This is an optimization exercise on Yosys and OpenROAD, whose aim is small area, a short achievable clock period and few clock cycles per item, not a production implementation. Only simulation tests tie the RTL to the original design; equivalence was not proved.

==> design/flow/design.v <==
module smolbit_mul #(parameter R = 8) (
    input  wire [31:0]  a,
    input  wire [32:0]  x,
    input  wire [R-1:0] d,
    input  wire         inv,
    output wire [32:0]  mac
);
    wire [32:0] xi = x ^ {33{inv}};
    assign mac = {1'b0, a} + xi * d + {32'd0, inv};
endmodule
module smolbit_div (
    input  wire [4:0] l,
    input  wire [4:0] v,
    output reg  [3:0] k
);
    always @* begin
        case ({v, l})
        10'd66: k = 4'd1;
        10'd67: k = 4'd1;
        10'd68: k = 4'd2;
        10'd69: k = 4'd2;
        10'd70: k = 4'd3;
        10'd71: k = 4'd3;
        10'd72: k = 4'd4;
        10'd73: k = 4'd4;
        10'd74: k = 4'd5;
        10'd75: k = 4'd5;
        10'd76: k = 4'd6;
        10'd77: k = 4'd6;
        10'd78: k = 4'd7;
        10'd79: k = 4'd7;
        10'd80: k = 4'd8;
        10'd81: k = 4'd8;
        10'd82: k = 4'd9;
        10'd83: k = 4'd9;
        10'd84: k = 4'd10;
        10'd85: k = 4'd10;
        10'd86: k = 4'd11;
        10'd87: k = 4'd11;
        10'd88: k = 4'd12;
        10'd89: k = 4'd12;
        10'd90: k = 4'd13;
        10'd91: k = 4'd13;
        10'd92: k = 4'd14;
        10'd93: k = 4'd14;
        10'd94: k = 4'd15;
        10'd95: k = 4'd15;
        10'd99: k = 4'd1;
        10'd100: k = 4'd1;
        10'd101: k = 4'd1;
        10'd102: k = 4'd2;
        10'd103: k = 4'd2;
        10'd104: k = 4'd2;
        10'd105: k = 4'd3;
        10'd106: k = 4'd3;
        10'd107: k = 4'd3;
        10'd108: k = 4'd4;
        10'd109: k = 4'd4;
        10'd110: k = 4'd4;
        10'd111: k = 4'd5;
        10'd112: k = 4'd5;
        10'd113: k = 4'd5;
        10'd114: k = 4'd6;
        10'd115: k = 4'd6;
        10'd116: k = 4'd6;
        10'd117: k = 4'd7;
        10'd118: k = 4'd7;
        10'd119: k = 4'd7;
        10'd120: k = 4'd8;
        10'd121: k = 4'd8;
        10'd122: k = 4'd8;
        10'd123: k = 4'd9;
        10'd124: k = 4'd9;
        10'd125: k = 4'd9;
        10'd126: k = 4'd10;
        10'd127: k = 4'd10;
        10'd132: k = 4'd1;
        10'd133: k = 4'd1;
        10'd134: k = 4'd1;
        10'd135: k = 4'd1;
        10'd136: k = 4'd2;
        10'd137: k = 4'd2;
        10'd138: k = 4'd2;
        10'd139: k = 4'd2;
        10'd140: k = 4'd3;
        10'd141: k = 4'd3;
        10'd142: k = 4'd3;
        10'd143: k = 4'd3;
        10'd144: k = 4'd4;
        10'd145: k = 4'd4;
        10'd146: k = 4'd4;
        10'd147: k = 4'd4;
        10'd148: k = 4'd5;
        10'd149: k = 4'd5;
        10'd150: k = 4'd5;
        10'd151: k = 4'd5;
        10'd152: k = 4'd6;
        10'd153: k = 4'd6;
        10'd154: k = 4'd6;
        10'd155: k = 4'd6;
        10'd156: k = 4'd7;
        10'd157: k = 4'd7;
        10'd158: k = 4'd7;
        10'd159: k = 4'd7;
        10'd165: k = 4'd1;
        10'd166: k = 4'd1;
        10'd167: k = 4'd1;
        10'd168: k = 4'd1;
        10'd169: k = 4'd1;
        10'd170: k = 4'd2;
        10'd171: k = 4'd2;
        10'd172: k = 4'd2;
        10'd173: k = 4'd2;
        10'd174: k = 4'd2;
        10'd175: k = 4'd3;
        10'd176: k = 4'd3;
        10'd177: k = 4'd3;
        10'd178: k = 4'd3;
        10'd179: k = 4'd3;
        10'd180: k = 4'd4;
        10'd181: k = 4'd4;
        10'd182: k = 4'd4;
        10'd183: k = 4'd4;
        10'd184: k = 4'd4;
        10'd185: k = 4'd5;
        10'd186: k = 4'd5;
        10'd187: k = 4'd5;
        10'd188: k = 4'd5;
        10'd189: k = 4'd5;
        10'd190: k = 4'd6;
        10'd191: k = 4'd6;
        10'd198: k = 4'd1;
        10'd199: k = 4'd1;
        10'd200: k = 4'd1;
        10'd201: k = 4'd1;
        10'd202: k = 4'd1;
        10'd203: k = 4'd1;
        10'd204: k = 4'd2;
        10'd205: k = 4'd2;
        10'd206: k = 4'd2;
        10'd207: k = 4'd2;
        10'd208: k = 4'd2;
        10'd209: k = 4'd2;
        10'd210: k = 4'd3;
        10'd211: k = 4'd3;
        10'd212: k = 4'd3;
        10'd213: k = 4'd3;
        10'd214: k = 4'd3;
        10'd215: k = 4'd3;
        10'd216: k = 4'd4;
        10'd217: k = 4'd4;
        10'd218: k = 4'd4;
        10'd219: k = 4'd4;
        10'd220: k = 4'd4;
        10'd221: k = 4'd4;
        10'd222: k = 4'd5;
        10'd223: k = 4'd5;
        10'd231: k = 4'd1;
        10'd232: k = 4'd1;
        10'd233: k = 4'd1;
        10'd234: k = 4'd1;
        10'd235: k = 4'd1;
        10'd236: k = 4'd1;
        10'd237: k = 4'd1;
        10'd238: k = 4'd2;
        10'd239: k = 4'd2;
        10'd240: k = 4'd2;
        10'd241: k = 4'd2;
        10'd242: k = 4'd2;
        10'd243: k = 4'd2;
        10'd244: k = 4'd2;
        10'd245: k = 4'd3;
        10'd246: k = 4'd3;
        10'd247: k = 4'd3;
        10'd248: k = 4'd3;
        10'd249: k = 4'd3;
        10'd250: k = 4'd3;
        10'd251: k = 4'd3;
        10'd252: k = 4'd4;
        10'd253: k = 4'd4;
        10'd254: k = 4'd4;
        10'd255: k = 4'd4;
        10'd264: k = 4'd1;
        10'd265: k = 4'd1;
        10'd266: k = 4'd1;
        10'd267: k = 4'd1;
        10'd268: k = 4'd1;
        10'd269: k = 4'd1;
        10'd270: k = 4'd1;
        10'd271: k = 4'd1;
        10'd272: k = 4'd2;
        10'd273: k = 4'd2;
        10'd274: k = 4'd2;
        10'd275: k = 4'd2;
        10'd276: k = 4'd2;
        10'd277: k = 4'd2;
        10'd278: k = 4'd2;
        10'd279: k = 4'd2;
        10'd280: k = 4'd3;
        10'd281: k = 4'd3;
        10'd282: k = 4'd3;
        10'd283: k = 4'd3;
        10'd284: k = 4'd3;
        10'd285: k = 4'd3;
        10'd286: k = 4'd3;
        10'd287: k = 4'd3;
        10'd297: k = 4'd1;
        10'd298: k = 4'd1;
        10'd299: k = 4'd1;
        10'd300: k = 4'd1;
        10'd301: k = 4'd1;
        10'd302: k = 4'd1;
        10'd303: k = 4'd1;
        10'd304: k = 4'd1;
        10'd305: k = 4'd1;
        10'd306: k = 4'd2;
        10'd307: k = 4'd2;
        10'd308: k = 4'd2;
        10'd309: k = 4'd2;
        10'd310: k = 4'd2;
        10'd311: k = 4'd2;
        10'd312: k = 4'd2;
        10'd313: k = 4'd2;
        10'd314: k = 4'd2;
        10'd315: k = 4'd3;
        10'd316: k = 4'd3;
        10'd317: k = 4'd3;
        10'd318: k = 4'd3;
        10'd319: k = 4'd3;
        10'd330: k = 4'd1;
        10'd331: k = 4'd1;
        10'd332: k = 4'd1;
        10'd333: k = 4'd1;
        10'd334: k = 4'd1;
        10'd335: k = 4'd1;
        10'd336: k = 4'd1;
        10'd337: k = 4'd1;
        10'd338: k = 4'd1;
        10'd339: k = 4'd1;
        10'd340: k = 4'd2;
        10'd341: k = 4'd2;
        10'd342: k = 4'd2;
        10'd343: k = 4'd2;
        10'd344: k = 4'd2;
        10'd345: k = 4'd2;
        10'd346: k = 4'd2;
        10'd347: k = 4'd2;
        10'd348: k = 4'd2;
        10'd349: k = 4'd2;
        10'd350: k = 4'd3;
        10'd351: k = 4'd3;
        10'd363: k = 4'd1;
        10'd364: k = 4'd1;
        10'd365: k = 4'd1;
        10'd366: k = 4'd1;
        10'd367: k = 4'd1;
        10'd368: k = 4'd1;
        10'd369: k = 4'd1;
        10'd370: k = 4'd1;
        10'd371: k = 4'd1;
        10'd372: k = 4'd1;
        10'd373: k = 4'd1;
        10'd374: k = 4'd2;
        10'd375: k = 4'd2;
        10'd376: k = 4'd2;
        10'd377: k = 4'd2;
        10'd378: k = 4'd2;
        10'd379: k = 4'd2;
        10'd380: k = 4'd2;
        10'd381: k = 4'd2;
        10'd382: k = 4'd2;
        10'd383: k = 4'd2;
        10'd396: k = 4'd1;
        10'd397: k = 4'd1;
        10'd398: k = 4'd1;
        10'd399: k = 4'd1;
        10'd400: k = 4'd1;
        10'd401: k = 4'd1;
        10'd402: k = 4'd1;
        10'd403: k = 4'd1;
        10'd404: k = 4'd1;
        10'd405: k = 4'd1;
        10'd406: k = 4'd1;
        10'd407: k = 4'd1;
        10'd408: k = 4'd2;
        10'd409: k = 4'd2;
        10'd410: k = 4'd2;
        10'd411: k = 4'd2;
        10'd412: k = 4'd2;
        10'd413: k = 4'd2;
        10'd414: k = 4'd2;
        10'd415: k = 4'd2;
        10'd429: k = 4'd1;
        10'd430: k = 4'd1;
        10'd431: k = 4'd1;
        10'd432: k = 4'd1;
        10'd433: k = 4'd1;
        10'd434: k = 4'd1;
        10'd435: k = 4'd1;
        10'd436: k = 4'd1;
        10'd437: k = 4'd1;
        10'd438: k = 4'd1;
        10'd439: k = 4'd1;
        10'd440: k = 4'd1;
        10'd441: k = 4'd1;
        10'd442: k = 4'd2;
        10'd443: k = 4'd2;
        10'd444: k = 4'd2;
        10'd445: k = 4'd2;
        10'd446: k = 4'd2;
        10'd447: k = 4'd2;
        10'd462: k = 4'd1;
        10'd463: k = 4'd1;
        10'd464: k = 4'd1;
        10'd465: k = 4'd1;
        10'd466: k = 4'd1;
        10'd467: k = 4'd1;
        10'd468: k = 4'd1;
        10'd469: k = 4'd1;
        10'd470: k = 4'd1;
        10'd471: k = 4'd1;
        10'd472: k = 4'd1;
        10'd473: k = 4'd1;
        10'd474: k = 4'd1;
        10'd475: k = 4'd1;
        10'd476: k = 4'd2;
        10'd477: k = 4'd2;
        10'd478: k = 4'd2;
        10'd479: k = 4'd2;
        10'd495: k = 4'd1;
        10'd496: k = 4'd1;
        10'd497: k = 4'd1;
        10'd498: k = 4'd1;
        10'd499: k = 4'd1;
        10'd500: k = 4'd1;
        10'd501: k = 4'd1;
        10'd502: k = 4'd1;
        10'd503: k = 4'd1;
        10'd504: k = 4'd1;
        10'd505: k = 4'd1;
        10'd506: k = 4'd1;
        10'd507: k = 4'd1;
        10'd508: k = 4'd1;
        10'd509: k = 4'd1;
        10'd510: k = 4'd2;
        10'd511: k = 4'd2;
        10'd528: k = 4'd1;
        10'd529: k = 4'd1;
        10'd530: k = 4'd1;
        10'd531: k = 4'd1;
        10'd532: k = 4'd1;
        10'd533: k = 4'd1;
        10'd534: k = 4'd1;
        10'd535: k = 4'd1;
        10'd536: k = 4'd1;
        10'd537: k = 4'd1;
        10'd538: k = 4'd1;
        10'd539: k = 4'd1;
        10'd540: k = 4'd1;
        10'd541: k = 4'd1;
        10'd542: k = 4'd1;
        10'd543: k = 4'd1;
        10'd561: k = 4'd1;
        10'd562: k = 4'd1;
        10'd563: k = 4'd1;
        10'd564: k = 4'd1;
        10'd565: k = 4'd1;
        10'd566: k = 4'd1;
        10'd567: k = 4'd1;
        10'd568: k = 4'd1;
        10'd569: k = 4'd1;
        10'd570: k = 4'd1;
        10'd571: k = 4'd1;
        10'd572: k = 4'd1;
        10'd573: k = 4'd1;
        10'd574: k = 4'd1;
        10'd575: k = 4'd1;
        10'd594: k = 4'd1;
        10'd595: k = 4'd1;
        10'd596: k = 4'd1;
        10'd597: k = 4'd1;
        10'd598: k = 4'd1;
        10'd599: k = 4'd1;
        10'd600: k = 4'd1;
        10'd601: k = 4'd1;
        10'd602: k = 4'd1;
        10'd603: k = 4'd1;
        10'd604: k = 4'd1;
        10'd605: k = 4'd1;
        10'd606: k = 4'd1;
        10'd607: k = 4'd1;
        10'd627: k = 4'd1;
        10'd628: k = 4'd1;
        10'd629: k = 4'd1;
        10'd630: k = 4'd1;
        10'd631: k = 4'd1;
        10'd632: k = 4'd1;
        10'd633: k = 4'd1;
        10'd634: k = 4'd1;
        10'd635: k = 4'd1;
        10'd636: k = 4'd1;
        10'd637: k = 4'd1;
        10'd638: k = 4'd1;
        10'd639: k = 4'd1;
        10'd660: k = 4'd1;
        10'd661: k = 4'd1;
        10'd662: k = 4'd1;
        10'd663: k = 4'd1;
        10'd664: k = 4'd1;
        10'd665: k = 4'd1;
        10'd666: k = 4'd1;
        10'd667: k = 4'd1;
        10'd668: k = 4'd1;
        10'd669: k = 4'd1;
        10'd670: k = 4'd1;
        10'd671: k = 4'd1;
        10'd693: k = 4'd1;
        10'd694: k = 4'd1;
        10'd695: k = 4'd1;
        10'd696: k = 4'd1;
        10'd697: k = 4'd1;
        10'd698: k = 4'd1;
        10'd699: k = 4'd1;
        10'd700: k = 4'd1;
        10'd701: k = 4'd1;
        10'd702: k = 4'd1;
        10'd703: k = 4'd1;
        10'd726: k = 4'd1;
        10'd727: k = 4'd1;
        10'd728: k = 4'd1;
        10'd729: k = 4'd1;
        10'd730: k = 4'd1;
        10'd731: k = 4'd1;
        10'd732: k = 4'd1;
        10'd733: k = 4'd1;
        10'd734: k = 4'd1;
        10'd735: k = 4'd1;
        10'd759: k = 4'd1;
        10'd760: k = 4'd1;
        10'd761: k = 4'd1;
        10'd762: k = 4'd1;
        10'd763: k = 4'd1;
        10'd764: k = 4'd1;
        10'd765: k = 4'd1;
        10'd766: k = 4'd1;
        10'd767: k = 4'd1;
        10'd792: k = 4'd1;
        10'd793: k = 4'd1;
        10'd794: k = 4'd1;
        10'd795: k = 4'd1;
        10'd796: k = 4'd1;
        10'd797: k = 4'd1;
        10'd798: k = 4'd1;
        10'd799: k = 4'd1;
        10'd825: k = 4'd1;
        10'd826: k = 4'd1;
        10'd827: k = 4'd1;
        10'd828: k = 4'd1;
        10'd829: k = 4'd1;
        10'd830: k = 4'd1;
        10'd831: k = 4'd1;
        10'd858: k = 4'd1;
        10'd859: k = 4'd1;
        10'd860: k = 4'd1;
        10'd861: k = 4'd1;
        10'd862: k = 4'd1;
        10'd863: k = 4'd1;
        10'd891: k = 4'd1;
        10'd892: k = 4'd1;
        10'd893: k = 4'd1;
        10'd894: k = 4'd1;
        10'd895: k = 4'd1;
        10'd924: k = 4'd1;
        10'd925: k = 4'd1;
        10'd926: k = 4'd1;
        10'd927: k = 4'd1;
        10'd957: k = 4'd1;
        10'd958: k = 4'd1;
        10'd959: k = 4'd1;
        10'd990: k = 4'd1;
        10'd991: k = 4'd1;
        10'd1023: k = 4'd1;
        default: k = 4'd0;
        endcase
    end
endmodule
module smolbit_log2 (
    input  wire [31:0] w,
    output reg  [4:0]  l
);
    integer i;
    always @* begin
        l = 5'd0;
        for (i = 0; i < 32; i = i + 1)
            if (w[i]) l = i[4:0];
    end
endmodule
module smolbit_arith (
    input  wire        clk,
    input  wire        rst,
    input  wire        in_valid,
    output wire        in_ready,
    input  wire [2:0]  in_mode,
    input  wire [31:0] in_a,
    input  wire [31:0] in_b,
    output reg         out_valid,
    output wire [31:0] out_result
);
    localparam integer R  = 8;           
    localparam integer ND = 32 / R;      
    localparam integer DW = 2;           
    localparam integer SM = R - 1;       
    localparam [2:0] M_ADD = 3'd0, M_SUB = 3'd1, M_MUL = 3'd2, M_DIV = 3'd3,
                     M_MOV = 3'd4, M_LDI = 3'd5, M_POW = 3'd6, M_ROOT = 3'd7;
    localparam [2:0] S_IDLE  = 3'd0,
                     S_FAST  = 3'd1,   
                     S_MUL   = 3'd2,   
                     S_DALN  = 3'd3,   
                     S_DSUB  = 3'd4,   
                     S_RSET  = 3'd6,   
                     S_RMUL  = 3'd7;   
    reg [2:0]    st;
    reg [31:0]   u, v, acc;
    reg [32:0]   x;
    reg [R-1:0]  dq;          
    reg          inv;         
    reg          afirst;      
    reg          useu;        
    reg          msel;        
    reg          ispow;
    reg          ph;          
    reg [1:0]    nb;          
    reg [2:0]    e;           
    reg [4:0]    deg;         
    reg [3:0]    kc;          
    reg [5:0]    sd;          
    reg [DW-1:0] di;          
    reg [4:0]    cnt;         
    reg [3:0]    j;           
    reg          sgn;         
    reg          spec, pchk, big, ovl, pc, ovf;
    assign out_result = acc;
    wire [31:0] addend = useu ? u : (afirst ? 32'd0 : acc);
    wire [32:0] mac;
    smolbit_mul #(.R(R)) u_mac (.a(addend), .x(x), .d(dq), .inv(inv), .mac(mac));
    wire [15:0] ohj  = 16'd1 << j;
    wire [15:0] cand = v[15:0] | ohj;                        
    wire [31:0] mpl  = (st == S_RMUL) ? {16'd0, cand} : (msel ? u : v);
    wire [DW-1:0] lastd = (mpl[31:24] != 8'd0) ? 2'd3 : (mpl[23:16] != 8'd0) ? 2'd2 :
                          (mpl[15:8]  != 8'd0) ? 2'd1 : 2'd0;
    wire         sq    = ispow & msel;                       
    wire         last  = sq ? (di == {1'b0, lastd != 2'd0}) : (di == lastd);
    wire [DW-1:0] din  = last ? 2'd0 : di + 2'd1;
    wire [R-1:0] dnext = mpl[din*R +: R];
    wire        agtu = acc > u;
    wire        ok    = ~ovf & ~agtu;                        
    wire        rsl   = (st == S_RSET);                      
    wire        rchk  = (st == S_RMUL) & (di == 0);
    wire        fix   = rchk & spec & ok;                    
    wire        abt   = rchk & pchk & ~ok;                   
    wire        lastm = (st == S_RMUL) & ~fix & ~abt & last & (cnt == 5'd1);
    wire [15:0] rn    = v[15:0] | (fix ? (ohj << 1) : 16'd0) | ((rsl & ok) ? ohj : 16'd0);
    wire [3:0]  jn    = fix ? j : j - 4'd1;
    wire [15:0] candn = rn | (16'd1 << jn);
    wire        rdone = rsl | (abt & (j == 4'd0));
    wire        rnext = fix | ((abt | lastm) & (j != 4'd0));
    wire [4:0]  lx;
    smolbit_log2 u_lx (.w(x[31:0]), .l(lx));
    wire [5:0]  lsum   = {1'b0, lx} + {2'b00, kc};
    wire        big_n  = (di == 0) ? (lsum == 6'd31) : big;
    wire        ovl_n  = (di == 0) ? lsum[5] : ovl;
    wire        pc_n   = (di == 0) ? mac[32] : (mac[32] ^ pc);
    wire        ovfn   = ovl_n | (big_n & pc_n);
    function automatic [2:0] dsh(input [5:0] s);
        dsh = (s > SM) ? SM[2:0] : s[2:0];
    endfunction
    wire        sgnn = sgn ^ mac[32];
    wire [5:0]  sdn  = sd - {3'd0, dsh(sd)};
    reg fin;
    always @* begin
        case (st)
        S_FAST:  fin = 1'b1;
        S_MUL:   fin = last & (~ispow | ((ph | ~e[2]) & (nb == 2'd1)));
        S_DSUB:  fin = (cnt == 5'd0);
        S_RSET, S_RMUL: fin = rdone;
        default: fin = 1'b0;
        endcase
    end
    assign in_ready = (st == S_IDLE) | fin;
    wire accept = in_valid & in_ready;
    wire swap = (in_b[31:16] != 16'd0) & (in_a[31:16] == 16'd0);
    wire [4:0] la_in, lb_in;
    smolbit_log2 u_la (.w(in_a), .l(la_in));
    smolbit_log2 u_lb (.w(in_b), .l(lb_in));
    wire [5:0] sd_in = {1'b0, la_in} - {1'b0, lb_in};
    wire [3:0]  k_in;
    smolbit_div u_k (.l(la_in), .v(in_b[4:0]), .k(k_in));
    wire [15:0] rn_in    = 16'd1 << k_in;
    wire [15:0] cand_in  = rn_in | (rn_in >> 1);
    wire b_zero = (in_b == 32'd0);
    wire b_one  = (in_b == 32'd1);
    wire b_ge16 = (in_b[31:4] != 28'd0);
    wire b_ge32 = (in_b[31:5] != 27'd0);
    wire a_zero = (in_a == 32'd0);
    localparam [2:0] X_LD = 3'd1, X_SHL = 3'd2, X_SQ2 = 3'd3, X_SHR = 3'd4, X_CAND = 3'd5;
    localparam [1:0] A_MAC = 2'd0, A_ZERO = 2'd1, A_Q = 2'd2, A_RN = 2'd3;
    reg [2:0]   xs;           
    reg         xin, xa, xsq; 
    reg         u_en, uin;    
    reg         v_en;         
    reg         acc_en;
    reg [1:0]   as;
    reg [2:0]   st_n;
    reg [R-1:0] dq_n;
    reg         afirst_n, useu_n, inv_n, msel_n;
    always @* begin
        st_n = st;
        xs = 3'd0; xin = 1'b0; xa = 1'b0; xsq = 1'b0;
        u_en = 1'b0; uin = 1'b0; v_en = 1'b0; acc_en = 1'b0; as = A_MAC;
        dq_n = dnext;
        afirst_n = afirst; useu_n = useu; inv_n = inv; msel_n = msel;
        case (st)
        S_FAST: begin
            acc_en = 1'b1;
        end
        S_MUL: begin
            acc_en   = 1'b1;
            afirst_n = 1'b0;
            if (!last) begin
                xs = sq ? X_SQ2 : X_SHL;
            end else if (ispow) begin
                afirst_n = 1'b1;
                xs = X_LD;
                u_en = 1'b1;
                if (!ph && e[2]) begin
                    msel_n = 1'b0; dq_n = v[R-1:0];
                end else begin
                    msel_n = 1'b1; dq_n = mac[R-1:0]; xsq = 1'b1;
                end
            end
        end
        S_DALN: begin
            acc_en = 1'b1; as = A_ZERO;
            xs = X_LD;
            dq_n = {{(R-1){1'b0}}, 1'b1} << dsh(sdn);
            if (sdn == 6'd0) begin
                st_n = S_DSUB; useu_n = 1'b1; afirst_n = 1'b0; inv_n = 1'b1;
            end
        end
        S_DSUB: begin
            u_en = 1'b1;
            acc_en = 1'b1; as = A_Q;
            xs = X_SHR;
            inv_n = ~sgnn;
            dq_n = 1;
        end
        S_RSET, S_RMUL: begin
            acc_en = (st == S_RMUL) | rdone;
            as     = rdone ? A_RN : A_MAC;
            afirst_n = 1'b0;
            if (rnext) begin
                v_en = 1'b1;
                xs = X_CAND;
                afirst_n = 1'b1;
                dq_n = candn[R-1:0];
                st_n = S_RMUL;
            end else if (st == S_RMUL) begin
                if (last) begin
                    xs = X_LD;
                    afirst_n = 1'b1;
                    if (cnt == 5'd1) st_n = S_RSET;      
                end else begin
                    xs = X_SHL;
                end
            end
        end
        default: ;
        endcase
        if (fin) st_n = S_IDLE;
        if (accept) begin
            u_en = 1'b1; uin = 1'b1;
            xs = X_LD; xin = 1'b1; xa = 1'b0; xsq = 1'b0;
            afirst_n = 1'b1; useu_n = 1'b0; inv_n = 1'b0; msel_n = 1'b0;
            dq_n = 1;
            st_n = S_FAST;
            case (in_mode)
            M_ADD: useu_n = 1'b1;
            M_SUB: begin useu_n = 1'b1; inv_n = 1'b1; end
            M_MUL: begin
                st_n = S_MUL;
                xa = ~swap;
                v_en = 1'b1;
                msel_n = swap;
                dq_n = swap ? in_a[R-1:0] : in_b[R-1:0];
            end
            M_DIV: begin
                if (b_zero)        dq_n = 0;
                else if (sd_in[5]) dq_n = 0;             
                else begin
                    st_n = S_DALN;
                    dq_n = {{(R-1){1'b0}}, 1'b1} << dsh(sd_in);
                end
            end
            M_POW: begin
                if (b_ge16)      dq_n = 0;
                else if (b_zero) begin dq_n = 0; inv_n = 1'b1; end
                else if (b_one)  begin dq_n = 0; useu_n = 1'b1; end
                else begin
                    st_n = S_MUL;
                    xa = 1'b1; xsq = 1'b1;
                    v_en = 1'b1;
                    msel_n = 1'b1;
                    dq_n = in_a[R-1:0];
                end
            end
            M_ROOT: begin
                xs = X_CAND;
                v_en = 1'b1;
                if (b_zero || a_zero) dq_n = 0;
                else if (b_one)  begin dq_n = 0; useu_n = 1'b1; end
                else if (b_ge32 || k_in == 4'd0) begin dq_n = 0; inv_n = 1'b1; end
                else begin
                    st_n = S_RMUL;
                    dq_n = cand_in[R-1:0];
                end
            end
            default: ;    
            endcase
        end
    end
    wire [31:0] xsrc = xin ? (xa ? in_a : in_b) : mac[31:0];
    wire [32:0] xld  = xsq ? {xsrc[31:8], 1'b0, xsrc[7:0]} : {1'b0, xsrc};
    reg  [32:0] x_n;
    always @* begin
        case (xs)
        X_SHL:   x_n = {x[32-R:0], {R{1'b0}}};
        X_SQ2:   x_n = {x[24:17], 1'b0, x[16:9], 16'd0};
        X_SHR:   x_n = {1'b0, x[32:1]};
        X_CAND:  x_n = {17'd0, accept ? cand_in : candn};
        default: x_n = xld;
        endcase
    end
    wire [31:0] v_n = accept ? ((in_mode == M_POW)  ? in_a :
                                (in_mode == M_ROOT) ? {16'd0, rn_in} : in_b)
                             : {16'd0, rn};
    reg [31:0] acc_n;
    always @* begin
        case (as)
        A_ZERO:  acc_n = 32'd0;
        A_Q:     acc_n = {acc[30:0], ~sgnn};
        A_RN:    acc_n = {16'd0, rn};
        default: acc_n = mac[31:0];
        endcase
    end
    always @(posedge clk) begin
        if (u_en)       u   <= uin ? in_a : mac[31:0];
        if (v_en)       v   <= v_n;
        if (xs != 3'd0) x   <= x_n;
        if (acc_en)     acc <= acc_n;
        dq     <= dq_n;
        afirst <= afirst_n;
        useu   <= useu_n;
        inv    <= inv_n;
        msel   <= msel_n;
        if (rst) begin
            st        <= S_IDLE;
            out_valid <= 1'b0;
        end else begin
            st        <= st_n;
            out_valid <= fin;
        end
        case (st)
        S_MUL: if (last && ispow) begin
            di <= 0;
            if (!ph && e[2]) ph <= 1'b1;
            else begin ph <= 1'b0; e <= {e[1:0], 1'b0}; nb <= nb - 2'd1; end
        end else di <= di + 1'b1;
        S_DALN: begin
            sd  <= sdn;
            cnt <= cnt + {2'b00, dsh(sd)};
        end
        S_DSUB: begin
            sgn <= sgnn;
            cnt <= cnt - 5'd1;
        end
        S_RSET, S_RMUL: begin
            big <= big_n;
            ovl <= ovl_n;
            pc  <= pc_n;
            if (rnext) begin
                j    <= jn;
                cnt  <= deg - 5'd1;
                di   <= 0;
                pchk <= 1'b0;
                spec <= lastm;                
                if (lastm) ovf <= ovfn;
            end else if (st == S_RMUL) begin
                spec <= 1'b0;
                if (last) begin
                    di   <= 0;
                    pchk <= 1'b1;
                    ovf  <= ovfn;
                    cnt  <= cnt - 5'd1;
                end else begin
                    di <= di + 1'b1;
                end
            end
        end
        default: ;
        endcase
        if (accept) begin
            di  <= 0;
            ph  <= 1'b0;
            cnt <= (in_mode == M_ROOT) ? in_b[4:0] - 5'd1 : 5'd0;
            sgn <= 1'b0;
            sd  <= sd_in;
            deg <= in_b[4:0];
            kc  <= k_in;
            j   <= k_in - 4'd1;
            spec   <= 1'b0;
            pchk   <= 1'b0;
            ispow <= (in_mode == M_POW);
            if (in_b[3]) begin
                nb <= 2'd3; e <= in_b[2:0];
            end else if (in_b[2]) begin
                nb <= 2'd2; e <= {in_b[1:0], 1'b0};
            end else begin
                nb <= 2'd1; e <= {in_b[0], 2'b00};
            end
        end
    end
endmodule
==> design/flow/run.sh <==
#!/bin/bash
# synth_recipe.tcl (not shown) runs the flow's synth.tcl, then flattens the netlist and writes it again
# the make line also repeats each setting of config.mk as NAME=value (left out here)
make -C /OpenROAD-flow-scripts/flow DESIGN_CONFIG=/design/flow/config.mk WORK_HOME=/design/flow/orfs CLKGATE_MAP_FILE= SYNTH_SCRIPT=/design/flow/synth_recipe.tcl finish
==> design/flow/config.mk <==
export PLATFORM = sky130hd
export DESIGN_NAME = smolbit_arith
export DESIGN_NICKNAME = smolbit_arith
export VERILOG_FILES = /design/flow/design.v
export SDC_FILE = /design/flow/constraint.sdc
export NUM_CORES = 4
export LEC_CHECK = 0
export CAP_MARGIN = 20
export CORE_MARGIN = 2
export CORE_UTILIZATION = 40
export SETUP_SLACK_MARGIN = 2.0
export SLEW_MARGIN = 20
==> design/flow/constraint.sdc <==
create_clock -name core_clock -period 8.0 [get_ports {clk}]
set_input_delay 1.6000 -clock core_clock [delete_from_list [all_inputs] [get_ports {clk}]]
set_output_delay 1.6000 -clock core_clock [all_outputs]
set_load 0.01 [all_outputs]
==> out/qor.yml, run 1 <==
synth:
  async_flop_share_pct: 0
  synthMuxAreaShare_pct: 3.87
  ys_warn_count: 3
  synthCells: 2927
  ys_ff_latch: 185
  netlist.area_leader.share_pct: 20.6
  synth_area_mm2: 0.0242
  synth_top_family_by_area: "adder cells"
  ys_seq_area_share_pct: 22.1
  yosys.area_share.simple_pct: 20.9
  yosys.area.top_type: "edfxtp_1"
  synth.distinct_cells: 98
  synth_compound_area_share_pct: 20.7
  syn_avg_cell_area_um2: 8.28
  synthAdderAreaFrac_pct: 21.6
  synth_edf_count: 166
  ys.flop_type: "edfxtp_1"
  syn_nets: 3297
  ys_top_cells_by_area: "edfxtp_1, fa_1, nand2_1, ha_1, a21oi_1"
  synth_xor_xnor_area_share_pct: 3.53
cells_and_area:
  mostFrequentLayoutCells: "nand2_1, inv_1, a21oi_1, fa_1, nor2_1"
  final_common_cell: "nand2_1"
  nNetsFinal: 3434
  syn_to_final_growth_pct: 20.8
  drive_gt1_share_pct: 15.3
  final_cells: 3862
  fillers: 5764
timing:
  setup_violations: 0
  hold_viol: 0
  tns_ps: 0
  maxSlewHeadroom_pct: 33.9
  timing.final.crit_period_ps: 6400
  tightest_slew_ps: 991
  fin_crit_sh_pct: 80.0
  slew_violations: 0
  rsz0062_at_grt: "yes"
  fmax_mhz: 156
  finClkSkew_ps: 18.1
  fin_ws_ps: 1600
global_routing:
  use_met1_pct: 47.5
  grt_pass1_vias: 23600
  track_usage_pct: 34.4
  grt_max_degree: 73
  use_met3_pct: 8.45
  grt.overflow.total: 0
  grt.busiest_layer: "met2"
  grtUsageMet2_pct: 52.2
  grt_pass1_wl_mm: 159
  antenna_found_initial: 4
critical_path:
  r2r-end: "x[30]$_DFFE_PP_"
  critical_path.max_fanout: 8
  ff2ff_setup_slack_ps: 1600
  required_ps: 8220
  cp.arrival_ps: 6620
  end_kind: "flop"
  crit_type: "flop to flop"
  start_kind: "flop"
  r2r-start: "inv$_DFFE_PP_"
  r2r_cells: 26
floorplanning:
  start_util_pct: 40.3
  core_area_mm2: 0.0601
  dieArea_mm2: 0.0626
  row_count: 90
  die_h_um: 250
  io_pins: 104
  die_x_um: 250
clocking:
  cts_tree: "yes"
  cts_max_level: 4
  cts-root-buf: "clkbuf_16"
  clk_pin_slew_ps: 80
  cts_buffers: 17
  ctsHoldBuffers: 0
  insertion_delay_ps: 510
  clkSinkCount: 185
  clockBufferDepth: 2
hold_path:
  holdCritStartpoint: "ph$_SDFFE_PP0P_"
  min_to: "ph$_SDFFE_PP0P_"
  min_path_type: "flop to flop"
  worstHoldPathCells: 2
routing:
  via_count: 24800
  drc: 0
  viasPerCell: 6.43
  post_drt_wl_per_cell_um: 28.7
  routed_wl_mm: 111
  drt_iter0_drc: 3084
  final_antenna_net_count: 0
  dr.pass1.iters: 6
job:
  drv_cap: 0
outcome:
  status: "complete, no violations"
place:
  port_buffers: 103
  detailed_place_hpwl_mm: 86.1
  routabilityCongestion: 1.01
  pre_cts_ws_ps: 748
  dp_cells: 3719
[routing by layer]
metal | share of wire (%) | vias up
li1 | - | 10700
met1 | 41 | 12300
met2 | 44 | 1585
met3 | 11 | 248
met4 | 4.1 | 8
met5 | 0.052 | -
[synth_stat cells (12+ instances only)]
library cell,number
o211ai_1,39
nand3_1,97
nor2b_1,16
o21bai_1,13
xor2_1,58
nor2_1,198
nor4_1,33
or3_1,12
a221oi_1,14
xnor2_1,37
o21a_1,12
dfxtp_1,19
a21oi_1,221
a22o_1,16
inv_1,279
nand2b_1,31
fa_1,196
mux2_2,36
nand2_1,368
o31ai_1,18
and2_1,102
a21o_1,27
o221ai_1,16
buf_2,31
a31oi_1,26
o21ai_0,125
mux2i_1,51
a22oi_1,63
buf_1,15
o22ai_1,19
a211oi_1,33
edfxtp_1,166
ha_1,104
nor3_1,83
clkbuf_1,111
nor3b_1,18
and3_1,25
nand4_1,21
[worst max-delay path by stage]
stage,startpoint,end,slack (ps)
after floorplan,inv$_DFFE_PP_,x[28]$_DFFE_PP_,2000
after global placement,inv$_DFFE_PP_,x[30]$_DFFE_PP_,790
after detailed placement,in_a[27],dq[5]$_DFF_P_,750
after CTS,inv$_DFFE_PP_,x[26]$_DFFE_PP_,1790
after global routing,inv$_DFFE_PP_,x[30]$_DFFE_PP_,1460
final,inv$_DFFE_PP_,x[30]$_DFFE_PP_,1600
[through the flow]
| step | hold WS, ps | cell area, µm² | util, % |
|---|---|---|---|
| 3_3_place_gp | 448 | 26200 | 43.6 |
| 6_report | 477 | 29300 | 48.7 |
| 2_1_floorplan | 429 | 24300 | - |
| 5_1_grt | 501 | 29300 | 48.7 |
| 4_1_cts | 477 | 28400 | 47.2 |
| 3_5_place_dp | 458 | 26200 | 43.6 |
[worst max-delay path, cell delays in order (launching register included)]
cell and delay [ps]:
edfxtp_1 460, buf_6 160, buf_16 170, xor2_4 230
nand2_1 100, fa_1 500, inv_1 50, fa_1 510
inv_1 60, fa_1 540, inv_1 60, fa_1 530
ha_4 210, a21o_1 210, a2111oi_4 410, nand2_2 140
buf_6 140, o311ai_4 260, nand3_2 160, buf_4 170
mux2i_1 210, a21oi_2 110, xnor2_2 180, buf_6 160
nor2_4 60, a21oi_2 150, o221ai_1 150
[logic make-up (layout without fill, tap and decap cells)]
group / count (synthesis) / count (layout)
AND/OR/NAND/NOR: 1046 / 1047
flip-flops: 185 / 185
adder cells (fa/ha/maj): 301 / 301
other: 0 / 3
XOR/XNOR: 96 / 96
multiplexers: 89 / 89
AO/OA/AOI/OAI: 760 / 762
buffers and inverters: 450 / 597
[sequential cells by signal, indices dropped and copies added, names as in the netlist, 2 cells and up]
register,count
di,2
e,3
nb,2
st,3
u,32
sd,6
dq,8
v,32
kc,4
cnt,5
x,33
deg,5
acc,32
j,4
[layout make-up]
cell class	count	area [µm²]	share of cell area [%]
antenna	3	7.51	0.0256
clock buffer	18	429	1.47
clock inverter	14	114	0.389
inverter	285	1080	3.68
multi-input combinational	2295	18600	63.6
sequential	185	5370	18.3
tap	782	978	3.34
timing repair buffer	280	2680	9.14
[timing repair]
action	4_1_cts	5_1_grt
buffers inserted	59	44
hold endpoints to repair	0	0
cloned	3	2
endpoints found under the setup margin	100	103
gates resized for setup	175	148
pin swaps	63	55
Testbench counts, summed over its fixed seeds: cycles 13,077, ops 3,200.
==> inputs of run 2 (changes only) <==
--- a/design/flow/design.v
+++ b/design/flow/design.v
@@ -1,12 +1,11 @@
 module smolbit_mul #(parameter R = 8) (
-    input  wire [31:0]  a,
+    input  wire [32:0]  a,
     input  wire [32:0]  x,
     input  wire [R-1:0] d,
-    input  wire         inv,
+    input  wire         cin,
     output wire [32:0]  mac
 );
-    wire [32:0] xi = x ^ {33{inv}};
-    assign mac = {1'b0, a} + xi * d + {32'd0, inv};
+    assign mac = a + x * d + {32'd0, cin};
 endmodule
 module smolbit_div (
     input  wire [4:0] l,
@@ -523,7 +522,7 @@
     reg [31:0]   u, v, acc;
     reg [32:0]   x;
     reg [R-1:0]  dq;          
-    reg          inv;         
+    reg          cin;         
     reg          afirst;      
     reg          useu;        
     reg          msel;        
@@ -537,12 +536,14 @@
     reg [DW-1:0] di;          
     reg [4:0]    cnt;         
     reg [3:0]    j;           
-    reg          sgn;         
+    reg          s32;         
+    reg          cpl;         
     reg          spec, pchk, big, ovl, pc, ovf;
     assign out_result = acc;
-    wire [31:0] addend = useu ? u : (afirst ? 32'd0 : acc);
+    reg         ainv;
+    wire [32:0] addend = (useu ? {s32, u} : (afirst ? 33'd0 : {1'b0, acc})) ^ {33{ainv}};
     wire [32:0] mac;
-    smolbit_mul #(.R(R)) u_mac (.a(addend), .x(x), .d(dq), .inv(inv), .mac(mac));
+    smolbit_mul #(.R(R)) u_mac (.a(addend), .x(x), .d(dq), .cin(cin), .mac(mac));
     wire [15:0] ohj  = 16'd1 << j;
     wire [15:0] cand = v[15:0] | ohj;                        
     wire [31:0] mpl  = (st == S_RMUL) ? {16'd0, cand} : (msel ? u : v);
@@ -574,7 +575,8 @@
     function automatic [2:0] dsh(input [5:0] s);
         dsh = (s > SM) ? SM[2:0] : s[2:0];
     endfunction
-    wire        sgnn = sgn ^ mac[32];
+    wire        cpln = ~(cpl ^ s32);          
+    wire        qbit = cpln ^ ~mac[32];       
     wire [5:0]  sdn  = sd - {3'd0, dsh(sd)};
     reg fin;
     always @* begin
@@ -612,13 +614,13 @@
     reg [1:0]   as;
     reg [2:0]   st_n;
     reg [R-1:0] dq_n;
-    reg         afirst_n, useu_n, inv_n, msel_n;
+    reg         afirst_n, useu_n, cin_n, msel_n, xnb;
     always @* begin
         st_n = st;
         xs = 3'd0; xin = 1'b0; xa = 1'b0; xsq = 1'b0;
         u_en = 1'b0; uin = 1'b0; v_en = 1'b0; acc_en = 1'b0; as = A_MAC;
         dq_n = dnext;
-        afirst_n = afirst; useu_n = useu; inv_n = inv; msel_n = msel;
+        afirst_n = afirst; useu_n = useu; cin_n = cin; msel_n = msel; xnb = 1'b0;
         case (st)
         S_FAST: begin
             acc_en = 1'b1;
@@ -644,14 +646,13 @@
             xs = X_LD;
             dq_n = {{(R-1){1'b0}}, 1'b1} << dsh(sdn);
             if (sdn == 6'd0) begin
-                st_n = S_DSUB; useu_n = 1'b1; afirst_n = 1'b0; inv_n = 1'b1;
+                st_n = S_DSUB; useu_n = 1'b1; afirst_n = 1'b0;
             end
         end
         S_DSUB: begin
             u_en = 1'b1;
             acc_en = 1'b1; as = A_Q;
             xs = X_SHR;
-            inv_n = ~sgnn;
             dq_n = 1;
         end
         S_RSET, S_RMUL: begin
@@ -680,12 +681,12 @@
         if (accept) begin
             u_en = 1'b1; uin = 1'b1;
             xs = X_LD; xin = 1'b1; xa = 1'b0; xsq = 1'b0;
-            afirst_n = 1'b1; useu_n = 1'b0; inv_n = 1'b0; msel_n = 1'b0;
+            afirst_n = 1'b1; useu_n = 1'b0; cin_n = 1'b0; msel_n = 1'b0;
             dq_n = 1;
             st_n = S_FAST;
             case (in_mode)
             M_ADD: useu_n = 1'b1;
-            M_SUB: begin useu_n = 1'b1; inv_n = 1'b1; end
+            M_SUB: begin useu_n = 1'b1; cin_n = 1'b1; xnb = 1'b1; end
             M_MUL: begin
                 st_n = S_MUL;
                 xa = ~swap;
@@ -703,7 +704,7 @@
             end
             M_POW: begin
                 if (b_ge16)      dq_n = 0;
-                else if (b_zero) begin dq_n = 0; inv_n = 1'b1; end
+                else if (b_zero) begin dq_n = 0; cin_n = 1'b1; end
                 else if (b_one)  begin dq_n = 0; useu_n = 1'b1; end
                 else begin
                     st_n = S_MUL;
@@ -718,7 +719,7 @@
                 v_en = 1'b1;
                 if (b_zero || a_zero) dq_n = 0;
                 else if (b_one)  begin dq_n = 0; useu_n = 1'b1; end
-                else if (b_ge32 || k_in == 4'd0) begin dq_n = 0; inv_n = 1'b1; end
+                else if (b_ge32 || k_in == 4'd0) begin dq_n = 0; cin_n = 1'b1; end
                 else begin
                     st_n = S_RMUL;
                     dq_n = cand_in[R-1:0];
@@ -728,7 +729,7 @@
             endcase
         end
     end
-    wire [31:0] xsrc = xin ? (xa ? in_a : in_b) : mac[31:0];
+    wire [31:0] xsrc = xin ? (xa ? in_a : (in_b ^ {32{xnb}})) : mac[31:0];
     wire [32:0] xld  = xsq ? {xsrc[31:8], 1'b0, xsrc[7:0]} : {1'b0, xsrc};
     reg  [32:0] x_n;
     always @* begin
@@ -747,7 +748,7 @@
     always @* begin
         case (as)
         A_ZERO:  acc_n = 32'd0;
-        A_Q:     acc_n = {acc[30:0], ~sgnn};
+        A_Q:     acc_n = {acc[30:0], qbit};
         A_RN:    acc_n = {16'd0, rn};
         default: acc_n = mac[31:0];
         endcase
@@ -760,7 +761,8 @@
         dq     <= dq_n;
         afirst <= afirst_n;
         useu   <= useu_n;
-        inv    <= inv_n;
+        cin    <= cin_n;
+        ainv   <= ~rst & (st_n == S_DSUB) & ~(st == S_DSUB ? mac[32] : 1'b0);
         msel   <= msel_n;
         if (rst) begin
             st        <= S_IDLE;
@@ -780,7 +782,8 @@
             cnt <= cnt + {2'b00, dsh(sd)};
         end
         S_DSUB: begin
-            sgn <= sgnn;
+            s32 <= mac[32];
+            cpl <= cpln;
             cnt <= cnt - 5'd1;
         end
         S_RSET, S_RMUL: begin
@@ -812,7 +815,8 @@
             di  <= 0;
             ph  <= 1'b0;
             cnt <= (in_mode == M_ROOT) ? in_b[4:0] - 5'd1 : 5'd0;
-            sgn <= 1'b0;
+            s32 <= 1'b0;
+            cpl <= 1'b0;
             sd  <= sd_in;
             deg <= in_b[4:0];
             kc  <= k_in;
--- a/design/flow/config.mk
+++ b/design/flow/config.mk
@@ -8,5 +8,5 @@
 export CAP_MARGIN = 20
 export CORE_MARGIN = 2
 export CORE_UTILIZATION = 40
-export SETUP_SLACK_MARGIN = 2.0
+export SETUP_SLACK_MARGIN = 3.0
 export SLEW_MARGIN = 20
==> run 2 against run 1 <==
Clock skew down 3.1 ps. Still clean on timing, DRC and antenna. Count of clock-buffer cells in the layout fell by 1. Cell area is 3.1% higher. Largest cell class unchanged. Cell count up 1.1%. Via count about the same. Wire length is 0.76% higher. Global-route usage is 0.76 points higher. Highest routed layer is now met4. Sequential share of layout area is 0.40 points lower.
==> out/qor.yml, run 2 <==
synth:
  ys_ff_latch: 187
  synthTopCellsByCount: "nand2_1, inv_1, a21oi_1, nor2_1, fa_1"
  synth_edf_count: 166
  syn_avg_cell_area_um2: 8.23
  synth_area_mm2: 0.0243
  ys_seq_area_share_pct: 22.3
  yosys.cell_count.top_type: "nand2_1"
  ys_top_cells_by_area: "edfxtp_1, fa_1, nand2_1, ha_1, inv_1"
  ys.flop_type: "edfxtp_1"
  syn_nets: 3319
  ys_warn_count: 3
  netlist.area_leader.share_pct: 20.5
  synth.distinct_cells: 97
  async_flop_share_pct: 0
  synthCells: 2950
  yosys.area.top_type: "edfxtp_1"
clocking:
  clk_pin_slew_ps: 80
  clkSinkCount: 187
  cts_tree: "yes"
  cts-root-buf: "clkbuf_16"
  cts_max_level: 4
  insertion_delay_ps: 480
  cts_buffers: 17
  clockBufferDepth: 2
routing:
  post_drt_wl_per_cell_um: 28.6
  final_antenna_net_count: 0
  drc: 0
  dr.pass1.iters: 6
  dr_wl_met3_mm: 11.0
  route.met2.wl_mm: 49.3
  topRoutingLayerUsed: "met4"
  viasPerCell: 6.36
  drt_iter0_drc: 2890
  routed_wl_mm: 112
  via_count: 24800
  wl_met1_mm: 45.5
global_routing:
  track_usage_pct: 35.1
  grt_pass1_wl_mm: 164
  grt.overflow.total: 0
  grt_pass1_vias: 24400
  grt_max_degree: 116
  antenna_found_initial: 1
place:
  port_buffers: 103
  detailed_place_hpwl_mm: 83.6
  routabilityCongestion: 1.03
hold_path:
  holdCritStartpoint: "ph$_SDFFE_PP0P_"
  worstHoldPathCells: 2
  min_path_type: "flop to flop"
cells_and_area:
  drive_gt1_share_pct: 21.5
  nNetsFinal: 3480
  syn_to_final_growth_pct: 24.3
  fillers: 5770
  largest_register_ffs: 33
  n_antenna_cell: 0
  post-route-util_pct: 50.2
  final_common_cell: "nand2_1"
  mostFrequentLayoutCells: "nand2_1, inv_1, fa_1, buf_4, nor2_1"
  largest_register: "x"
critical_path:
  end_kind: "flop"
  crit_type: "flop to flop"
  required_ps: 8200
  r2r-start: "useu$_SDFFCE_PN1P_"
  r2r_cells: 24
  cp.arrival_ps: 6600
  start_kind: "flop"
  worstSetupStartpoint: "useu$_SDFFCE_PN1P_"
  critical_path.max_fanout: 6
timing:
  finClkSkew_ps: 15.0
  setup_violations: 0
  slew_violations: 0
  fin_crit_sh_pct: 80.1
  timing.final.crit_period_ps: 6410
  fmax_mhz: 156
  tightest_slew_ps: 1250
  maxSlewHeadroom_pct: 16.0
  tns_ps: 0
  hold_viol: 0
  rsz0062_at_grt: "yes"
floorplanning:
  dieArea_mm2: 0.0627
  core_area_mm2: 0.0601
  row_count: 90
  io_pins: 104
  die_h_um: 250
  die_x_um: 250
  start_util_pct: 40.4
job:
  drv_cap: 0
outcome:
  status: "complete, no violations"
-- run 2: changes by cell type after synthesis, sizes merged, moves of 20 or more --
| cell | change |
|---|---|
| o21ai | +27 |
| nand3 | -31 |
| clkbuf | +20 |
| nor3 | -33 |
| xnor2 | +54 |
| mux2i | -38 |
| nand2 | +34 |
-- run 2: metal layers --
metal / GRT usage [%] / up-vias
met5: 0 / -
met4: 15.8 / 0
met3: 6.75 / 282
met2: 54.2 / 1506
met1: 47.8 / 12400
li1: - / 10700
-- run 2: per-stage QoR --
| stage | area [µm²] | worst slack [ps] | hold WS, ps | instances |
|---|---|---|---|---|
| after floorplan | 24800 | 2280 | 445 | 2950 |
| after global placement | 26400 | 895 | 459 | 3703 |
| after detailed placement | 26400 | 933 | 478 | 3703 |
| after CTS | 29400 | 1720 | 493 | 3868 |
| after global routing | 30200 | 1370 | 516 | 3906 |
| final | 30200 | 1590 | 491 | 3906 |
-- run 2: layout make-up --
type	count	area (µm²)	area share, %
inverter	293	1120	3.71
clock buffer	17	425	1.41
sequential	187	5410	17.9
clock inverter	15	196	0.651
timing repair buffer	331	2920	9.67
multi-input combinational	2281	19100	63.4
tap	782	978	3.24
-- run 2: worst paths after layout --
check                    endpoint  slack (ps)
hold reg to reg   ph$_SDFFE_PP0P_         490
hold / removal    ph$_SDFFE_PP0P_         490
setup / recovery    ovf$_DFFE_PP_        1590
setup reg to reg    ovf$_DFFE_PP_        1590
-- run 2: cells by family after synthesis --
family	after synthesis	share of synthesized area, %
muxes	37	1.68
AOI/OAI and AO/OA	801	22.2
adders and majority gates	300	21.5
buffers and inverters	485	7.82
DFF	187	22.3
and+or+nand+nor	1004	19.7
xor gates and xnor gates	136	4.91
-- run 2: worst max-delay path, cell delays in order (launching register included) --
cell	delay [ps]
edfxtp_1	500
buf_4	200
buf_4	160
nor2_4	150
buf_4	190
buf_12	120
a22oi_1	90
xor2_1	220
fa_1	570
inv_1	60
fa_1	500
inv_1	60
fa_1	540
inv_1	60
fa_1	440
ha_1	380
a21o_1	200
a21oi_1	170
o21ai_0	130
a311oi_2	360
o21ai_1	150
a21oi_2	260
xnor2_4	160
xnor2_2	180
a21o_1	260
-- run 2: timing repair --
item / 4_1_cts / 5_1_grt
hold buffers: 0 / 0
setup endpoints to repair: 261 / 183
pin swaps: 144 / 99
resized for setup: 349 / 239
setup buffers: 129 / 38
cloned: 4 / 0
Testbench counts of run 2, summed over its fixed seeds: cycles 13,077, ops 3,200.
==> inputs of run 3 (changes only) <==
--- a/design/flow/design.v
+++ b/design/flow/design.v
@@ -531,14 +531,14 @@
     reg [1:0]    nb;          
     reg [2:0]    e;           
     reg [4:0]    deg;         
-    reg [3:0]    kc;          
+    reg [4:0]    la;          
     reg [5:0]    sd;          
     reg [DW-1:0] di;          
     reg [4:0]    cnt;         
     reg [3:0]    j;           
     reg          s32;         
     reg          cpl;         
-    reg          spec, pchk, big, ovl, pc, ovf;
+    reg          rfirst, spec, pchk, big, ovl, pc, ovf;
     assign out_result = acc;
     reg         ainv;
     wire [32:0] addend = (useu ? {s32, u} : (afirst ? 33'd0 : {1'b0, acc})) ^ {33{ainv}};
@@ -554,20 +554,24 @@
     wire [DW-1:0] din  = last ? 2'd0 : di + 2'd1;
     wire [R-1:0] dnext = mpl[din*R +: R];
     wire        agtu = acc > u;
+    wire [3:0]  k0;
+    smolbit_div u_k (.l(la), .v(deg), .k(k0));
     wire        ok    = ~ovf & ~agtu;                        
-    wire        rsl   = (st == S_RSET);                      
+    wire        rsf   = (st == S_RSET) &  rfirst;            
+    wire        rsl   = (st == S_RSET) & ~rfirst;            
     wire        rchk  = (st == S_RMUL) & (di == 0);
     wire        fix   = rchk & spec & ok;                    
     wire        abt   = rchk & pchk & ~ok;                   
     wire        lastm = (st == S_RMUL) & ~fix & ~abt & last & (cnt == 5'd1);
-    wire [15:0] rn    = v[15:0] | (fix ? (ohj << 1) : 16'd0) | ((rsl & ok) ? ohj : 16'd0);
-    wire [3:0]  jn    = fix ? j : j - 4'd1;
+    wire [15:0] rn    = (rsf ? 16'd0 : v[15:0]) | (rsf ? (16'd1 << k0) : 16'd0) |
+                        (fix ? (ohj << 1) : 16'd0) | ((rsl & ok) ? ohj : 16'd0);
+    wire [3:0]  jn    = rsf ? k0 - 4'd1 : (fix ? j : j - 4'd1);
     wire [15:0] candn = rn | (16'd1 << jn);
-    wire        rdone = rsl | (abt & (j == 4'd0));
-    wire        rnext = fix | ((abt | lastm) & (j != 4'd0));
+    wire        rdone = rsf ? (la < deg) : (rsl | (abt & (j == 4'd0)));
+    wire        rnext = (rsf & ~rdone) | fix | ((abt | lastm) & (j != 4'd0));
     wire [4:0]  lx;
     smolbit_log2 u_lx (.w(x[31:0]), .l(lx));
-    wire [5:0]  lsum   = {1'b0, lx} + {2'b00, kc};
+    wire [5:0]  lsum   = {1'b0, lx} + {2'b00, k0};
     wire        big_n  = (di == 0) ? (lsum == 6'd31) : big;
     wire        ovl_n  = (di == 0) ? lsum[5] : ovl;
     wire        pc_n   = (di == 0) ? mac[32] : (mac[32] ^ pc);
@@ -595,10 +599,6 @@
     smolbit_log2 u_la (.w(in_a), .l(la_in));
     smolbit_log2 u_lb (.w(in_b), .l(lb_in));
     wire [5:0] sd_in = {1'b0, la_in} - {1'b0, lb_in};
-    wire [3:0]  k_in;
-    smolbit_div u_k (.l(la_in), .v(in_b[4:0]), .k(k_in));
-    wire [15:0] rn_in    = 16'd1 << k_in;
-    wire [15:0] cand_in  = rn_in | (rn_in >> 1);
     wire b_zero = (in_b == 32'd0);
     wire b_one  = (in_b == 32'd1);
     wire b_ge16 = (in_b[31:4] != 28'd0);
@@ -715,14 +715,12 @@
                 end
             end
             M_ROOT: begin
-                xs = X_CAND;
-                v_en = 1'b1;
                 if (b_zero || a_zero) dq_n = 0;
                 else if (b_one)  begin dq_n = 0; useu_n = 1'b1; end
-                else if (b_ge32 || k_in == 4'd0) begin dq_n = 0; cin_n = 1'b1; end
+                else if (b_ge32) begin dq_n = 0; cin_n = 1'b1; end
                 else begin
-                    st_n = S_RMUL;
-                    dq_n = cand_in[R-1:0];
+                    st_n = S_RSET;
+                    v_en = 1'b1;
                 end
             end
             default: ;    
@@ -737,12 +735,12 @@
         X_SHL:   x_n = {x[32-R:0], {R{1'b0}}};
         X_SQ2:   x_n = {x[24:17], 1'b0, x[16:9], 16'd0};
         X_SHR:   x_n = {1'b0, x[32:1]};
-        X_CAND:  x_n = {17'd0, accept ? cand_in : candn};
+        X_CAND:  x_n = {17'd0, candn};
         default: x_n = xld;
         endcase
     end
-    wire [31:0] v_n = accept ? ((in_mode == M_POW)  ? in_a :
-                                (in_mode == M_ROOT) ? {16'd0, rn_in} : in_b)
+    wire        vroot0 = accept & (in_mode == M_ROOT);
+    wire [31:0] v_n = accept ? ((in_mode == M_POW) ? in_a : (vroot0 ? 32'd0 : in_b))
                              : {16'd0, rn};
     reg [31:0] acc_n;
     always @* begin
@@ -787,6 +785,7 @@
             cnt <= cnt - 5'd1;
         end
         S_RSET, S_RMUL: begin
+            rfirst <= 1'b0;
             big <= big_n;
             ovl <= ovl_n;
             pc  <= pc_n;
@@ -814,13 +813,13 @@
         if (accept) begin
             di  <= 0;
             ph  <= 1'b0;
-            cnt <= (in_mode == M_ROOT) ? in_b[4:0] - 5'd1 : 5'd0;
+            cnt <= 5'd0;
             s32 <= 1'b0;
             cpl <= 1'b0;
             sd  <= sd_in;
+            la  <= la_in;
             deg <= in_b[4:0];
-            kc  <= k_in;
-            j   <= k_in - 4'd1;
+            rfirst <= 1'b1;
             spec   <= 1'b0;
             pchk   <= 1'b0;
             ispow <= (in_mode == M_POW);
--- a/design/flow/config.mk
+++ b/design/flow/config.mk
@@ -8,5 +8,5 @@
 export CAP_MARGIN = 20
 export CORE_MARGIN = 2
 export CORE_UTILIZATION = 40
-export SETUP_SLACK_MARGIN = 3.0
+export SETUP_SLACK_MARGIN = 2.0
 export SLEW_MARGIN = 20
==> run 3 against run 2 <==
Critical path depth fell by 2. Core utilization shrank 3.5 points. Synthesized area decreased by 1.7%. Cell count fell by 4.7%. Register-to-register slack better by 40 ps. Count of clock-buffer cells in the layout is the same. Highest routed layer is now met5.
==> out/qor.yml, run 3 <==
place:
  port_buffers: 103
  placed_cell_area_mm2: 0.0256
  routabilityCongestion: 1.03
  detailed_place_hpwl_mm: 76.1
synth:
  synthCells: 2899
  yosys.cell_count.top_type: "nand2_1"
  ys_top_cells_by_area: "edfxtp_1, fa_1, nand2_1, ha_1, inv_1"
  syn_avg_cell_area_um2: 8.24
  synth_area_mm2: 0.0239
  synthTopCellsByCount: "nand2_1, inv_1, a21oi_1, nor2_1, fa_1"
  ys.flop_type: "edfxtp_1"
  netlist.area_leader.share_pct: 20.4
  syn_nets: 3271
  yosys.area.top_type: "edfxtp_1"
  synth.distinct_cells: 89
  ys_ff_latch: 193
  ys_warn_count: 3
  ys_seq_area_share_pct: 23.0
  synth_edf_count: 162
  async_flop_share_pct: 0
global_routing:
  grt.busiest_layer: "met2"
  grtUsageMet2_pct: 49.3
  use_met3_pct: 6.02
  grt.overflow.total: 0
  use_met1_pct: 45.5
  grt_max_degree: 77
  grt_pass1_vias: 22200
  track_usage_pct: 32.3
  grt_pass1_wl_mm: 147
  antenna_found_initial: 2
critical_path:
  end_kind: "flop"
  crit_type: "flop to flop"
  r2r-start: "useu$_SDFFCE_PN1P_"
  crit_end: "ovf$_DFFE_PP_"
  cp.arrival_ps: 6590
  critical_path.max_fanout: 17
  r2r-end: "ovf$_DFFE_PP_"
  ff2ff_setup_slack_ps: 1640
  r2r_cells: 22
  worstSetupStartpoint: "useu$_SDFFCE_PN1P_"
  start_kind: "flop"
  required_ps: 8230
floorplanning:
  core_area_mm2: 0.0590
  dieArea_mm2: 0.0617
  die_x_um: 248
  row_count: 89
  die_h_um: 248
  start_util_pct: 40.5
  io_pins: 104
timing:
  rsz0062_at_grt: "yes"
  setup_violations: 0
  hold_viol: 0
  timing.final.crit_period_ps: 6360
  slew_violations: 0
  tns_ps: 0
  fmax_mhz: 157
  maxSlewHeadroom_pct: 25.9
  whs_ps: 466
  tightest_slew_ps: 1110
  finClkSkew_ps: 17.0
  fin_crit_sh_pct: 79.5
cells_and_area:
  syn_to_final_growth_pct: 15.5
  fillers: 5818
  drive_gt1_share_pct: 10.7
  multiInputGateArea_mm2: 0.0174
  final_common_cell: "nand2_1"
  mostFrequentLayoutCells: "nand2_1, inv_1, nor2_1, fa_1, a21oi_1"
  largest_register_ffs: 33
  post-route-util_pct: 46.7
  nNetsFinal: 3307
  final_area_mm2: 0.0276
  largest_register: "x"
  regArea_mm2: 0.00550
clocking:
  cts_max_level: 4
  cts-root-buf: "clkbuf_16"
  clk_pin_slew_ps: 80
  clkSinkCount: 193
  cts_buffers: 17
  cts_tree: "yes"
  clockBufferDepth: 2
  insertion_delay_ps: 480
hold_path:
  min_path_type: "flop to flop"
  worstHoldPathCells: 2
routing:
  via_count: 23400
  routed_wl_mm: 100
  post_drt_wl_per_cell_um: 26.9
  final_antenna_net_count: 0
  dr.pass1.iters: 8
  drc: 0
  viasPerCell: 6.28
  drt_iter0_drc: 3090
outcome:
  status: "complete, no violations"
job:
  drv_cap: 0
-- run 3: changes by cell type after synthesis, sizes merged, moves of 11 or more --
| cell | change |
|---|---|
| buf | -17 |
| a21o | +24 |
| nand3 | -14 |
| a221oi | +19 |
| clkbuf | +22 |
| o21a | -11 |
| mux2 | -23 |
| mux2i | +24 |
| o21ai | -23 |
| nor3 | +14 |
| and3 | +12 |
| o31ai | -15 |
-- run 3: what timing repair did --
| item | CTS | global route |
|---|---|---|
| cloned | 4 | 1 |
| hold buffers | 0 | 0 |
| pin swaps | 46 | 70 |
| resized for setup | 101 | 84 |
| setup buffers | 31 | 21 |
| endpoints found under the setup margin | 39 | 60 |
-- run 3: per-layer routing --
layer,part of all wire (%),wire length (µm)
met5,0.012,12
met4,4.2,4220
met3,11,10700
met2,44,43900
met1,41,41400
-- run 3: metrics by stage --
step,cells,worst slack [ps]
6_report,3724,1640
5_1_grt,3721,1480
4_1_cts,3699,1580
3_5_place_dp,3632,1040
3_3_place_gp,3632,1210
2_1_floorplan,2899,2000
-- run 3: how the worst min path moves through the flow --
stage,start,to
floorplan,pchk$_SDFFE_PP0P_,pchk$_SDFFE_PP0P_
global placement,pchk$_SDFFE_PP0P_,pchk$_SDFFE_PP0P_
detailed placement,pchk$_SDFFE_PP0P_,pchk$_SDFFE_PP0P_
CTS,pchk$_SDFFE_PP0P_,pchk$_SDFFE_PP0P_
global route,pchk$_SDFFE_PP0P_,pchk$_SDFFE_PP0P_
finish,pchk$_SDFFE_PP0P_,pchk$_SDFFE_PP0P_
-- run 3: logic make-up (layout without fill, tap and decap cells) --
| group | Yosys count | count (layout) | share of synthesized area [%] |
|---|---|---|---|
| adder cells (fa/ha/maj) | 308 | 308 | 22.3 |
| XOR/XNOR | 133 | 133 | 4.88 |
| multiplexers | 38 | 38 | 1.60 |
| AO/OA/AOI/OAI | 750 | 750 | 20.9 |
| buffers and inverters | 485 | 533 | 7.96 |
| other | 0 | 3 | 0 |
| flip-flops | 193 | 193 | 23.0 |
| AND/OR/NAND/NOR | 992 | 993 | 19.4 |
-- run 3: layout make-up --
type | count | share of cell area, %
Sequential cell | 193 | 19.9
Tap cell | 773 | 3.51
Clock buffer | 17 | 1.54
Multi-Input combinational cell | 2222 | 62.9
Inverter | 288 | 3.95
Timing Repair Buffer | 213 | 7.53
Clock inverter | 15 | 0.545
Antenna cell | 3 | 0.0272
-- run 3: worst max-delay path: stages (launching register included) --
cell	delay [ps]
edfxtp_1	450
buf_6	190
bufbuf_16	310
a22oi_2	310
xor2_1	150
fa_1	550
inv_1	50
fa_1	490
inv_1	50
fa_1	530
inv_1	50
fa_1	450
ha_1	400
nand3_1	210
o41ai_4	410
a2111oi_2	130
or3_4	430
o221ai_2	200
a21oi_2	90
xnor2_1	170
buf_4	210
xnor2_2	90
a21o_1	170
Testbench counts of run 3, summed over its fixed seeds: cycles 13,349, ops 3,200.

-- separate check: timing with driven ports --
How much do the figures lean on ideal ports? The routed layouts below were timed once more, with nothing changed but the port constraints. Step 1, drivers: a clkbuf_16 drives clk and a buf_2 each remaining input, both assumed. Step 2 adds t to the input delays and takes it off the output delays; t is the mean of the earliest and latest rising clock arrival at the registers after step 1. Input paths then give back, and output paths get back, about the clock's delay inside the block. a / b / c = ideal / step 1 / step 2; a / b = the first two.
run | t, ns | setup slack, ns | latest minus earliest clock arrival (ns) | worst slew at a driven data input, ns
run 1 | 0.556 | 1.598 / 1.598 / 1.598 | 0.018 / 0.018 | 0.04
run 2 | 0.530 | 1.593 / 1.593 / 1.593 | 0.015 / 0.015 | 0.06
run 3 | 0.530 | 1.638 / 1.638 / 1.638 | 0.017 / 0.017 | 0.05
After both steps setup and hold are still met in every run listed.
